Source: an optimization exercise on an open RTL-to-GDS flow (aim: small area). Production flows keep margins and buffers that such runs may drop. RTL that was checked went through simulation tests only; none was proved equivalent to the original.

==> branch willow: inputs <==
// sp8_core
module sp8_core (
    input  wire        clk,
    input  wire        rst,
    output reg  [15:0] bus_addr,
    output wire [7:0]  bus_wdata,
    output wire        mem_we,
    output wire        disp_we,
    output wire        io_we,
    input  wire [7:0]  mem_rdata,
    output wire        retire,
    output reg  [2:0]  cost,
    output wire        halted,
    output wire        faulted,
    output wire [7:0]  fault_op,
    output wire [15:0] pc,
    output wire [7:0]  sp,
    output wire [7:0]  a,
    output wire [7:0]  x,
    output wire [7:0]  y,
    output wire [7:0]  p
);
export LEC_CHECK = 0
export CAP_MARGIN = 20
export CORE_MARGIN = 2
export CORE_UTILIZATION = 40
export PLACE_DENSITY = 0.6
export SLEW_MARGIN = 20
create_clock -name core_clock -period 5.0 [get_ports {clk}]
standard.sh (not shown) runs the stock make flow with config.mk's settings and CLKGATE_MAP_FILE= SYNTH_SCRIPT=/design/flow/synth_recipe.tcl, a recipe that flattens the netlist after the stock synthesis.
==> flow/flow/run.sh <==
#!/bin/bash
# Own layout flow: the standard layout (standard.sh) with two changes:
#  - synthesis maps the logic with an area-oriented ABC script (flow/abc_area.script),
#  - the port buffers that placement inserts on every input and output are buf_1 cells.
# Everything else (floorplan, power grid, taps, placement, CTS, routing) is the standard flow.
set -euo pipefail
here=$(pwd)
sed "s#SYNTH_SCRIPT=[^ ]*#SYNTH_SCRIPT=$here/flow/my_synth.tcl#" standard.sh > my_standard.sh
grep -q "SYNTH_SCRIPT=$here/flow/my_synth.tcl" my_standard.sh
export MY_ABC_SCRIPT=$here/flow/abc_area.script
export BUFFER_PORTS_ARGS="-buffer_cell sky130_fd_sc_hd__buf_1"
export SKIP_REPAIR_TIE_FANOUT=1
bash my_standard.sh > "$here/flow_make.log" 2>&1 || { tail -50 "$here/flow_make.log"; exit 1; }
tail -5 "$here/flow_make.log"
==> flow/flow/abc_area.script <==
strash
dch
amap
topo
==> flow/flow/my_synth.tcl <==
# The standard flow's synthesis (synth_recipe.tcl) with one change: ABC maps the logic with
# the area-oriented script in flow/abc_area.script instead of ORFS's speed script.
proc synth {args} { yosys synth -nofsm -noshare {*}$args }
proc abc {args} {
  set i [lsearch -exact $args -script]
  if { $i >= 0 } { lset args [expr { $i + 1 }] $::env(MY_ABC_SCRIPT) }
  yosys abc {*}$args
}
source $::env(SCRIPTS_DIR)/synth.tcl
# left out here: clear keep_hierarchy, flatten, clean up, hide names made inside functions, write 1_2_yosys.v
==> branch maple (differences from branch willow) <==
==> flow/design.v (replaced) <==
module sp8_core (
    input  wire        clk,
    input  wire        rst,
    output reg  [15:0] bus_addr,
    output wire [7:0]  bus_wdata,
    output wire        mem_we,
    output wire        disp_we,
    output wire        io_we,
    input  wire [7:0]  mem_rdata,
    output wire        retire,
    output reg  [2:0]  cost,
    output wire        halted,
    output wire        faulted,
    output wire [7:0]  fault_op,
    output wire [15:0] pc,
    output wire [7:0]  sp,
    output wire [7:0]  a,
    output wire [7:0]  x,
    output wire [7:0]  y,
    output wire [7:0]  p
);
    localparam [4:0] S_V0  = 5'b00_000, S_V   = 5'b00_001,
                     S_ST2 = 5'b00_010, S_ST3 = 5'b00_011,
                     S_SH1 = 5'b00_100, S_SH  = 5'b00_101,
                     S_SF1 = 5'b00_110, S_SF  = 5'b00_111,
                     S_DSTA = 5'b01_000, S_DSEC = 5'b01_001, S_DNONE = 5'b01_010,
                     S_STZ = 5'b10_000, S_LDZ = 5'b10_001, S_BNE = 5'b10_010, S_INC = 5'b10_011,
                     S_LDI = 5'b10_100, S_ADC = 5'b10_101, S_CMP = 5'b10_110, S_SBC = 5'b10_111;
    reg [2:0]  ph;
    reg [4:0]  st;
    reg        rp;
    reg [7:0]  t, ar;
    reg [15:0] pcr;
    reg        cp;
    reg        fc, fz, fv, fn;
    wire [1:0] q  = ph[1:0];
    wire       q0 = (q == 2'd0);
    wire       q3 = (q == 2'd3);
    wire       p0 = (ph == 3'd0);
    wire       p7 = (ph == 3'd7);
    wire g0 = (st[4:3] == 2'b00);
    wire g2 = (st[4:3] == 2'b10);
    wire g3 = (st[4:3] == 2'b11);
    assign sp = 8'hFF;
    assign x  = 8'h00;
    assign y  = 8'h00;
    assign p  = {fn, fv, 1'b1, 1'b0, 1'b0, 1'b0, fz, fc};
    assign a  = ar;
    assign pc = pcr;
    wire ds = st[3];                                 
    assign retire   = p0 && ((ds && st != S_DNONE) || (g0 && st[2] && !st[0]));
    assign halted   = g0 && st[2] && !st[1];
    assign faulted  = g0 && st[2] && st[1];
    assign fault_op = t;
    always @(*) begin
        if (!st[4]) cost = st[0] ? 3'd2 : 3'd4;      
        else case (st[2:0])
            3'b000, 3'b001: cost = 3'd3;
            3'b010:         cost = fz ? 3'd2 : 3'd3;
            3'b011:         cost = 3'd5;
            default:        cost = 3'd2;
        endcase
    end
    wire d_alu = (t[3:0] == 4'h9) && !t[4] &&
                 ((t[7] & t[6]) | (t[7] & t[5]) | (t[6] & t[5]));    
    wire d_zp5 = (t[3:0] == 4'h5) && t[7] && !t[6] && !t[4];         
    wire d_two = d_alu || d_zp5 || (t == 8'hE6) || (t == 8'hD0);
    wire d_sec = (t == 8'h38);
    wire [2:0] d_c = {t[3], t[6] & (t[7] | !t[3]), t[5] & (t[6] | !t[3])};
    wire [4:0] dnx = d_two ? {2'b10, d_c} : (t == 8'h8D) ? S_ST2 : d_sec ? S_DSEC :
                     (t == 8'hFF) ? S_SH1 : S_SF1;
    reg [1:0] sb;
    always @(*) begin
        case (q)
            2'd0: sb = mem_rdata[1:0];
            2'd1: sb = t[3:2];
            2'd2: sb = t[5:4];
            default: sb = t[7:6];
        endcase
    end
    wire alu_s = g2 && st[2];                        
    wire ldz_s = (st == S_LDZ);
    wire zw    = g2 && !st[2] && st[0];              
    wire win   = (alu_s && !ph[2]) || (zw && ph[2]);         
    wire aw    = (alu_s && !ph[2]) || (ldz_s && ph[2]);      
    wire       ua  = st[0] || st[1];
    wire       inv = st[1];
    wire       cmp = st[1] && !st[0];
    wire       au  = st[2] && ua;
    wire [1:0] ax  = au ? ar[1:0] : 2'b00;
    wire [1:0] bx  = (st[2] && inv) ? ~sb : sb;
    wire       ci  = au && (q0 ? (cmp || fc) : fc);
    wire       s0  = ax[0] ^ bx[0] ^ ci;
    wire       c1  = (ax[0] & bx[0]) | (ci & (ax[0] ^ bx[0]));
    wire       s1  = ax[1] ^ bx[1] ^ c1;
    wire       c2  = (ax[1] & bx[1]) | (c1 & (ax[1] ^ bx[1]));
    wire       vl  = (st == S_V);
    wire       tk  = (st == S_BNE) && !fz;
    wire [1:0] pb  = vl ? sb : tk ? (ph[2] ? {t[7], t[7]} : sb) : 2'b00;
    wire       pin = st[4] || st[3] || (st == S_ST2) || (st == S_ST3);
    wire       pci = p0 ? pin : cp;
    wire [1:0] pa  = vl ? 2'b00 : pcr[1:0];
    wire [2:0] psum = {1'b0, pa} + {1'b0, pb} + {2'b00, pci};
    wire [7:0] incv = mem_rdata + 8'd1;
    assign bus_wdata = (st == S_INC) ? incv : ar;
    wire zsel = g2 && !st[2] && !ph[2];              
    wire asel = (st == S_ST3) && !ph[2];             
    wire vsel = (st == S_V0) || (vl && !ph[2]);      
    wire ast  = (st == S_ST3) && p0;
    wire stv  = ast && (mem_rdata[7:4] != 4'h4) && (mem_rdata[7:4] != 4'h5);
    assign mem_we  = ((st == S_STZ) && (ph == 3'd1)) || ((st == S_INC) && (ph == 3'd2)) || stv;
    assign disp_we = ast && (mem_rdata[7:4] == 4'h4);
    assign io_we   = ast && (mem_rdata[7:4] == 4'h5);
    always @(*) begin
        bus_addr = {psum[1:0], pcr[15:2]};           
        if (vsel) bus_addr = {14'h3FFF, 1'b0, vl};
        if (zsel) bus_addr = {8'h00, t};
        if (asel) bus_addr = {mem_rdata, t};
    end
    wire rs = rst || rp;
    wire hold_off = aw && !q3;
    always @(posedge clk) begin
        pcr <= {psum[1:0], pcr[15:2]};
        cp  <= psum[2];
        if (q0 && (!ph[2] || vl || zw)) t <= mem_rdata;
        if (aw) ar <= {cmp ? ar[1:0] : {s1, s0}, ar[7:2]};
        if (!(rs && !hold_off)) begin
            if (rs) rp <= 1'b1;
            ph <= ph + 3'd1;
            if (win) begin
                if (au) fc <= c2;
                if (q3 && alu_s && st[0]) fv <= c1 ^ c2;      
                fz <= (q0 ? 1'b1 : fz) & !s0 & !s1;
                fn <= s1;
            end
            if (p7) begin
                if (ds) begin
                    st <= dnx;
                    if (d_sec) fc <= 1'b1;
                end else if (g2) begin
                    st[3] <= 1'b1;
                end else begin
                    case (st[2:0])
                        3'b000: st <= S_V;
                        3'b001: st <= S_DNONE;
                        3'b010: st <= S_ST3;
                        3'b011: st <= S_DSTA;
                        3'b100: st <= S_SH;
                        3'b110: st <= S_SF;
                        default: ;
                    endcase
                end
            end
        end else begin
            st <= S_V0; ph <= 3'd7; rp <= 1'b0;
            fc <= 1'b0; fz <= 1'b0; fv <= 1'b0; fn <= 1'b0;
        end
    end
endmodule
--- a/flow/flow/run.sh
+++ b/flow/flow/run.sh
@@ -6,9 +6,10 @@
 set -euo pipefail
 here=$(pwd)
 sed "s#SYNTH_SCRIPT=[^ ]*#SYNTH_SCRIPT=$here/flow/my_synth.tcl#" standard.sh > my_standard.sh
 grep -q "SYNTH_SCRIPT=$here/flow/my_synth.tcl" my_standard.sh
 export MY_ABC_SCRIPT=$here/flow/abc_area.script
 export BUFFER_PORTS_ARGS="-buffer_cell sky130_fd_sc_hd__buf_1"
 export SKIP_REPAIR_TIE_FANOUT=1
+export CTS_ARGS="-sink_clustering_enable -repair_clock_nets -dont_use_dummy_load -sink_clustering_size 24 -sink_clustering_max_diameter 300 -sink_clustering_levels 1"
 bash my_standard.sh > "$here/flow_make.log" 2>&1 || { tail -50 "$here/flow_make.log"; exit 1; }
 tail -5 "$here/flow_make.log"
==> flow/flow/abc_area.script (replaced) <==
strash
&get -n
&deepsyn -J 1000 -T 3000
&put
dch -f
amap
topo
==> flow_metrics.py <==
metrics = {
    "timing": {
        "post-route-min-period_ns": 4.479,
        "timing.final.ws_setup_ns": 0.5210,
        "fmax_ghz": 0.2233,
    },
    "outcome": {
        "status": "no timing/DRC/antenna violations",
    },
    "hold_path": {
        "min-delay-start": "pcr[13]",
    },
    "yosys": {
        "synthTopCellsByCount": "nor2_1, clkinv_1, buf_4",
    },
    "cts": {
        "cts.reportedPaths.clkPinSlew_ns": 0.10,
    },
    "setup_path": {
        "worstPathMaxFanout": 6,
    },
}
# the run above: branch maple

==> flow_metrics.py <==
metrics = {
    "outcome": {
        "status": "no timing/DRC/antenna violations",
    },
    "timing": {
        "timing.final.ws_setup_ns": 0.4620,
        "fmax_ghz": 0.2204,
    },
    "flow_run": {
        "maxCapViolations": 0,
    },
    "cts": {
        "cts_setup_buffers": 0,
    },
    "cells_and_area": {
        "layout.core_utilization": 0.4520,
    },
    "setup_path": {
        "regToRegSetupSlack_ns": 1.82,
        "worst_setup_path_start_kind": "flip-flop",
        "worstPathMaxFanout": 10,
    },
    "hold_path": {
        "min_to": "pcr[10]",
    },
    "yosys": {
        "synthTopCellsByCount": "clkinv_1, nor2_1, buf_4",
    },
}
# the run above: branch willow

The RTL of branch willow was laid out without a check of its function.

## afterwards: timing with drivers on the ports
How much do the figures lean on ideal ports? The routed layouts below were timed once more, with nothing changed but the port constraints. Step 1 sets driving cells, clkbuf_16 on the clock port and buf_2 on the other inputs (assumed; they add their load-dependent delay and slew). Step 2, shift: input delay + t, output delay - t, t = (earliest + latest rising clock arrival at the registers) / 2. This alone moves slack from input paths to output paths. a / b / c = no drivers / after step 1 / after step 2; a / b = the first two.
run	shift t [ns]	slack for setup (ns)	cell pins on the clock port's net
branch willow	0.330	0.462 / 0.432 / 0.704	1
branch maple	0.317	0.521 / 0.491 / 0.594	1
After both steps every run listed still meets setup and hold.
